From an optimization exercise on the open Yosys and OpenROAD flow, aimed at small area, a short achievable clock period and few clock cycles; shortcuts taken in it are not production practice.
The RTL was checked by simulation tests, not by an equivalence proof against the original design.
Power is estimated from default activity; no workload was simulated.

==> design.v <==
module emu_alu (
    input  wire         clk,
    input  wire         rst,
    input  wire         in_valid,
    output wire         in_ready,
    input  wire [7:0]   variant,
    input  wire [7:0]   g,
    input  wire [7:0]   t0,
    input  wire [7:0]   t1,
    input  wire [127:0] a,
    input  wire [127:0] b,
    output wire         out_valid,
    output reg  [127:0] result,
    output reg          wr_en,
    output reg  [5:0]   wr_idx,
    output reg  [2:0]   wr_w,
    output reg          flags_we,
    output reg          flag_less,
    output reg          flag_eq,
    output reg          flag_more,
    output reg          fault_illegal,
    output reg          fault_arith
);
    localparam OP_SUM  = 8'd0;
    localparam OP_SUB  = 8'd1;
    localparam OP_CMP  = 8'd2;
    localparam OP_MUL  = 8'd3;
    localparam OP_DIV  = 8'd4;
    localparam OP_IDIV = 8'd5;
    localparam S_IDLE = 2'd0;
    localparam S_MUL  = 2'd1;
    localparam S_DIV  = 2'd2;
    localparam S_DONE = 2'd3;
    reg [1:0] state;
    assign in_ready  = (state == S_IDLE);
    assign out_valid = (state == S_DONE);
    wire       is_cmp = (variant == OP_CMP);
    wire [2:0] w      = g  % 5;
    wire [2:0] w0     = t0 % 5;
    wire [2:0] w1     = t1 % 5;
    wire legal_op  = (variant <= OP_IDIV);
    wire ids_valid = (g != 8'd255) && (t0 != 8'd255) && (is_cmp || t1 != 8'd255);
    wire widths_ok = (w == w0) && (is_cmp || w == w1);
    function [127:0] view_mask(input [2:0] wc);
        case (wc)
            3'd0:    view_mask = {128{1'b1}};
            3'd1:    view_mask = {64'd0, {64{1'b1}}};
            3'd2:    view_mask = {96'd0, {32{1'b1}}};
            3'd3:    view_mask = {112'd0, {16{1'b1}}};
            default: view_mask = {120'd0, {8{1'b1}}};
        endcase
    endfunction
    function [7:0] view_bits(input [2:0] wc);
        case (wc)
            3'd0:    view_bits = 8'd128;
            3'd1:    view_bits = 8'd64;
            3'd2:    view_bits = 8'd32;
            3'd3:    view_bits = 8'd16;
            default: view_bits = 8'd8;
        endcase
    endfunction
    function sign_bit(input [127:0] v, input [2:0] wc);
        case (wc)
            3'd0:    sign_bit = v[127];
            3'd1:    sign_bit = v[63];
            3'd2:    sign_bit = v[31];
            3'd3:    sign_bit = v[15];
            default: sign_bit = v[7];
        endcase
    endfunction
    function [127:0] left_align(input [127:0] v, input [2:0] wc);
        case (wc)
            3'd0:    left_align = v;
            3'd1:    left_align = {v[63:0], 64'd0};
            3'd2:    left_align = {v[31:0], 96'd0};
            3'd3:    left_align = {v[15:0], 112'd0};
            default: left_align = {v[7:0], 120'd0};
        endcase
    endfunction
    wire [127:0] mask = view_mask(w);
    wire [127:0] am   = a & mask;
    wire [127:0] bm   = b & mask;
    wire cmp_lt = (am < bm);
    wire cmp_eq = (am == bm);
    wire cmp_gt = (am > bm);
    wire [127:0] sum_v  = (am + bm) & mask;
    wire [127:0] diff_v = (am - bm) & mask;
    wire         neg_a  = (variant == OP_IDIV) && sign_bit(am, w);
    wire         neg_b  = (variant == OP_IDIV) && sign_bit(bm, w);
    wire [127:0] mag_a  = neg_a ? ((~am + 128'd1) & mask) : am;
    wire [127:0] mag_b  = neg_b ? ((~bm + 128'd1) & mask) : bm;
    reg [127:0] x_reg;      
    reg [127:0] y_reg;      
    reg [127:0] acc;        
    reg [7:0]   count;
    reg [127:0] res_mask;
    reg         q_neg;
    wire [128:0] rem_shift = {acc, x_reg[127]};
    wire         rem_ge    = (rem_shift >= {1'b0, y_reg});
    wire [128:0] rem_sub   = rem_shift - {1'b0, y_reg};
    wire [127:0] quot_raw  = x_reg & res_mask;
    wire [127:0] quot_fix  = q_neg ? ((~quot_raw + 128'd1) & res_mask) : quot_raw;
    always @(posedge clk) begin
        if (rst) begin
            state         <= S_IDLE;
            result        <= 128'd0;
            wr_en         <= 1'b0;
            wr_idx        <= 6'd0;
            wr_w          <= 3'd0;
            flags_we      <= 1'b0;
            flag_less     <= 1'b0;
            flag_eq       <= 1'b0;
            flag_more     <= 1'b0;
            fault_illegal <= 1'b0;
            fault_arith   <= 1'b0;
        end else begin
            case (state)
                S_IDLE: begin
                    if (in_valid) begin
                        wr_idx        <= g / 5;
                        wr_w          <= w;
                        flag_less     <= cmp_lt;
                        flag_eq       <= cmp_eq;
                        flag_more     <= cmp_gt;
                        result        <= 128'd0;
                        wr_en         <= 1'b0;
                        flags_we      <= 1'b0;
                        fault_illegal <= 1'b0;
                        fault_arith   <= 1'b0;
                        res_mask      <= mask;
                        count         <= view_bits(w);
                        q_neg         <= neg_a ^ neg_b;
                        if (!legal_op || !ids_valid || !widths_ok) begin
                            fault_illegal <= 1'b1;
                            state         <= S_DONE;
                        end else begin
                            case (variant)
                                OP_SUM: begin
                                    result   <= sum_v;
                                    wr_en    <= 1'b1;
                                    flags_we <= 1'b1;
                                    state    <= S_DONE;
                                end
                                OP_SUB: begin
                                    result   <= diff_v;
                                    wr_en    <= 1'b1;
                                    flags_we <= 1'b1;
                                    state    <= S_DONE;
                                end
                                OP_CMP: begin
                                    flags_we <= 1'b1;
                                    state    <= S_DONE;
                                end
                                OP_MUL: begin
                                    x_reg <= am;
                                    y_reg <= bm;
                                    acc   <= 128'd0;
                                    state <= S_MUL;
                                end
                                default: begin  
                                    if (bm == 128'd0) begin
                                        fault_arith <= 1'b1;
                                        state       <= S_DONE;
                                    end else begin
                                        x_reg <= left_align(mag_a, w);
                                        y_reg <= mag_b;
                                        acc   <= 128'd0;
                                        state <= S_DIV;
                                    end
                                end
                            endcase
                        end
                    end
                end
                S_MUL: begin
                    if (count == 8'd0) begin
                        result   <= acc & res_mask;
                        wr_en    <= 1'b1;
                        flags_we <= 1'b1;
                        state    <= S_DONE;
                    end else begin
                        if (y_reg[0])
                            acc <= acc + x_reg;
                        x_reg <= x_reg << 1;
                        y_reg <= y_reg >> 1;
                        count <= count - 8'd1;
                    end
                end
                S_DIV: begin
                    if (count == 8'd0) begin
                        result   <= quot_fix;
                        wr_en    <= 1'b1;
                        flags_we <= 1'b1;
                        state    <= S_DONE;
                    end else begin
                        if (rem_ge) begin
                            acc   <= rem_sub[127:0];
                            x_reg <= {x_reg[126:0], 1'b1};
                        end else begin
                            acc   <= rem_shift[127:0];
                            x_reg <= {x_reg[126:0], 1'b0};
                        end
                        count <= count - 8'd1;
                    end
                end
                default: begin  
                    state <= S_IDLE;
                end
            endcase
        end
    end
endmodule
==> run.sh <==
#!/bin/bash
# synth_recipe.tcl (not shown) runs the flow's synth.tcl, then flattens the netlist and writes it again
# the make line also repeats each setting of config.mk as NAME=value (left out here)
make -C /OpenROAD-flow-scripts/flow DESIGN_CONFIG=/design/flow/config.mk WORK_HOME=/design/flow/orfs CLKGATE_MAP_FILE= SYNTH_SCRIPT=/design/flow/synth_recipe.tcl finish
==> config.mk <==
export PLATFORM = sky130hd
export DESIGN_NAME = emu_alu
export DESIGN_NICKNAME = emu_alu
export VERILOG_FILES = /design/flow/design.v
export SDC_FILE = /design/flow/constraint.sdc
export NUM_CORES = 4
export LEC_CHECK = 0
export CAP_MARGIN = 20
export CORE_MARGIN = 2
export CORE_UTILIZATION = 40
export SLEW_MARGIN = 20
==> constraint.sdc <==
create_clock -name core_clock -period 12.0 [get_ports {clk}]
set_input_delay 2.4000 -clock core_clock [delete_from_list [all_inputs] [get_ports {clk}]]
set_output_delay 2.4000 -clock core_clock [all_outputs]
set_load 0.01 [all_outputs]
==> out/summary.md <==
The internal power of the cells totals 0.00878 W. Across all layers, the routed design uses 87800 vias. For the final RePlAce weighted congestion, the log shows 1.14. The run gives 0.487 as the final core area utilization. Ranked by total cell area, the synthesized netlist is headed by edfxtp_1 16%, ha_1 9.3%, a21oi_1 7.0%. The final setup TNS was 0 ps. STA puts the critical path data required time at 12620 ps. For the minimum setup slack after placement, the log shows -590 ps. The floorplan has 156 rows. In the routed design, unresolved DRC markers number 0. The run gives 369000 µm as the post-DP HPWL.

The tools report the initial cell density of the core as 0.402. The flow ran to the end and the layout has no timing, DRC or antenna violations. The endpoint identified for the worst register-to-register timing path is acc[34]. The combined buffer and inverter count along the critical path is 9, and the final max-slew violation count is 0. Final routed wire length divided by cell count: 33.8 µm. The run gives 0.130 as the clock share of power. Clock-pin slew was measured on the worst setup and hold paths at 60 ps. Worst hold path class: reg -> reg. The worst setup path is launched from a primary input. The number of synthesis warnings is 1, and the fraction of final layout cells sized beyond drive strength 1 is 0.113. Summed over all layers, the global routing overflow is 0. In this run the cell area of the synthesized design comes to 0.0724 mm². The H-tree depth reported by CTS is 3, and the final-layout fill cell count is 18200. CTS saw 543 sinks. The total core area was 0.180 mm²; the hold violation count in the final report was 0.

Dividing the detail-routed via count by the number of cells gives 6.64. The later pin in the worst-skew pair is clocked with a latency of 780 ps. TritonCTS created 76 clock buffers.

Power spread over the standard cell area amounts to 220 mW/mm². The part of the total power dissipated in sequential elements is 0.175. The run gives 3540 ps as the slack of the worst reg-to-reg path. The floorplan die height is 429 µm, and the overall die area is 0.184 mm².

Following the worst setup path forward leads to its endpoint at result[112]. Cell type with the largest total area after synthesis: edfxtp_1. The final cycle utilization of the critical path came out at 0.957. Tracing the worst setup path back leads to its startpoint at g[5]. Grouping stages by cell kind, the critical path spends the most delay in compound AO/OA/AOI/OAI gates. For the largest net degree at the start of global routing, the log shows 113. By instance count, the cell type seen most on the critical path is a21o_1.

The synthesized area per cell is 7.27 µm², and the instance count of the mapped netlist is 9947. The largest single stage delay on the critical path is 490 ps. The logs give 0.113 for the tightest slew margin relative to the limit and 447000 µm for the wire length reported by the detailed router. The largest fanout of any net on the critical path was 38. For the worst setup path, the data arrival time is 12100 ps. In this run, the number of DRC markers left after iteration 0 of detailed routing was 14000. Overall global routing resource usage: 0.462.

The startpoint of the worst-slack reg-to-reg timing path is x_reg[127]. In the final layout, the multi-input gates occupy 0.0540 mm². The run gives 64 as the number of antenna violations at the first check in global routing. Dominant synthesized flop cell: edfxtp_1. The tools report the clock root buffer as clkbuf_16. The worst setup path is captured at a register. Net count after synthesis: 10800. The net count of the finished layout is 11600.

The relative contribution of combinational cells to total power is 0.695. VDD sags by at most 0.000226 V. Synthesis instantiated 108 different standard cells from the library. The time the final worst path needs with I/O delays and setup came out at 11490 ps. Once detail routing completed, the nets flagged for antenna violations numbered 0. The switching power total came out at 0.0105 W. Measured in cells, the most critical reg-to-reg path has a length of 25. The setup path with the least slack is of type in -> reg. Setup repair after global routing left no endpoint under its margin. Synthesis inferred 543 register bits.

The area growth from synthesis to layout is 21.2%. Minimum setup slack in the final design: 513 ps. Counting instances in the post-synthesis netlist gives the leading cell types as 1019 x a21oi_1, 988 x nor2_1, 898 x nand2_1, 808 x o21ai_0, 535 x ha_1. For the sequential area share after synthesis, the log shows 0.205. The max capacitance violation total is 0. The first global-routing pass estimated 613000 µm of wire. The floorplan step set the die width to 429 µm.

For this run, the top clock speed supported by timing is 87.1 MHz. The area share of the leading cell type in the synthesized netlist is 0.165. The switching fraction of total power is 0.545, and the post-route clock skew is 64.4 ps. The run gives 3 as the number of buffers on the longest clock path.

The critical-path cell with the highest stage delay was o211ai_1. The synthesized design contains 397 enable-type register cells. Port buffering added 436 buffers. TritonCTS built the clock tree. The slew of the pin with the lowest slew margin works out to 1320 ps. The async set or reset register ratio after synthesis was 0. Setup violations remaining at the end of the flow were counted as 0.

The number of global-route vias before repair was 79800; the combined flip-flop and latch cell area was 0.0148 mm². For this run, the detailed router's first-pass iteration total came to 10. The leading cell type by number of instances after synthesis was a21oi_1.

During I/O placement, the number of pins put on the boundary was 437. Summed over all cells, the static leakage comes to 37.1 nW. In this run the number of cells on the critical path is 47.
-- power groups by stage --
| stage | sequential, W | clock [W] | combinational (W) |
|---|---|---|---|
| floorplan | 0.00312 | 0 | 0.00726 |
| global placement | 0.00333 | 0 | 0.0127 |
| detailed placement | 0.00334 | 0 | 0.0127 |
| CTS | 0.00331 | 0.00251 | 0.0128 |
| global route | 0.00336 | 0.00256 | 0.0140 |
| finish | 0.00337 | 0.00250 | 0.0134 |
-- kinds of logic (layout without fill, tap and decap cells) --
group	after synthesis	count (layout)	synth area share
buffers and inverters	1113	1989	0.0583
and+or+nand+nor	3221	3221	0.211
adders and majority gates	542	542	0.0940
other	0	33	0
DFF	543	543	0.205
AOI/OAI and AO/OA	3745	3745	0.335
muxes	57	57	0.00828
xor gates and xnor gates	726	726	0.0884
-- routing by layer --
| layer | wire, µm | GRT usage | up-vias |
|---|---|---|---|
| li1 | - | - | 38400 |
| met1 | 181000 | 0.631 | 42200 |
| met2 | 172000 | 0.618 | 6282 |
| met3 | 66500 | 0.175 | 943 |
| met4 | 27700 | 0.245 | 16 |
| met5 | 103 | 0 | - |
-- cells in the final DEF (no fill, tap or decap), types with 81 or more instances in the layout --
cell / instances
a211oi_1: 129
a21o_1: 330
a21oi_1: 1015
a22o_1: 141
a22oi_1: 147
a31oi_1: 113
and2_1: 133
and3_1: 104
buf_4: 863
clkdlybuf4s50_1: 435
dfxtp_1: 146
edfxtp_1: 397
ha_1: 528
inv_1: 523
nand2_1: 888
nand2b_1: 100
nand3_1: 175
nand4_1: 115
nor2_1: 977
nor3_1: 225
nor4_1: 93
o21a_1: 81
o21ai_0: 779
o21bai_1: 161
o22ai_1: 134
o31ai_1: 119
or3_1: 105
xnor2_1: 403
xor2_1: 315
-- stage by stage --
| stage | total power (W) | hold WS [ps] | instance area, µm² | cells |
|---|---|---|---|---|
| 2_1_floorplan | 0.0104 | 466 | 72900 | 9947 |
| 3_3_place_gp | 0.0160 | 446 | 84800 | 13100 |
| 3_5_place_dp | 0.0161 | 457 | 84900 | 13100 |
| 4_1_cts | 0.0186 | 466 | 87500 | 13200 |
| 5_1_grt | 0.0199 | 479 | 87600 | 13200 |
| 6_report | 0.0193 | 467 | 87700 | 13200 |
-- tightest hold or removal path: cells and delay by family (launching register included) --
family,cells,cell delay (ps)
AO/OA/AOI/OAI,1,50
flip-flops,1,310
AND/OR/NAND/NOR,1,60
-- worst min-delay path by stage --
stage,startpoint,to,slack [ps],depth (start not counted)
detailed placement,result[1],result[1],460,2
CTS,result[1],result[1],470,2
global route,result[2],result[2],480,2
finish,result[2],result[2],470,2
floorplan,state[0],state[0],470,2
global placement,wr_idx[5],wr_idx[5],450,2
-- final cells by class --
| type | instances | area share |
|---|---|---|
| flip-flops and latches | 543 | 0.169 |
| clock buffers | 91 | 0.0229 |
| multi-input cells | 8291 | 0.615 |
| well taps | 2370 | 0.0338 |
| repair buffers | 1315 | 0.127 |
| clock inverters | 47 | 0.00715 |
| diodes | 33 | 0.000942 |
| inverters | 536 | 0.0231 |
-- repair_timing --
action / 4_1_cts / 5_1_grt
setup endpoints to repair: 0 / 17
hold endpoints to repair: 0 / 0
hold buffers: 0 / 0
resized for setup: 0 / 15
setup buffers: 0 / 1
Testbench counts, summed over its fixed seeds: cycles 140,050.

-- static timing again, ports no longer ideal --
In the flow no input, the clock included, has a driving cell. The finished layout below was timed again as built, in two steps.
Step 1, drivers: a clkbuf_16 drives clk and a buf_2 each remaining input, both assumed.
Step 2 times the ports against the registers' clock, not the clock port: input delays grow and output delays shrink by t, the midpoint of the rising clock arrivals with the driver on.
Three values: ideal ports, drivers, drivers and shift; two values: the first two.
t (ns): 0.849
setup WS [ns]: 0.513 / 0.591 / -0.258
worst setup path after step 2: input to register
worst data-port slew with drivers (ns): 0.26
With both steps, setup timing fails in this run, where it was met with ideal ports. For this run, drivers alone change the setup slack by +0.078 ns; drivers and shift together by -0.771 ns.
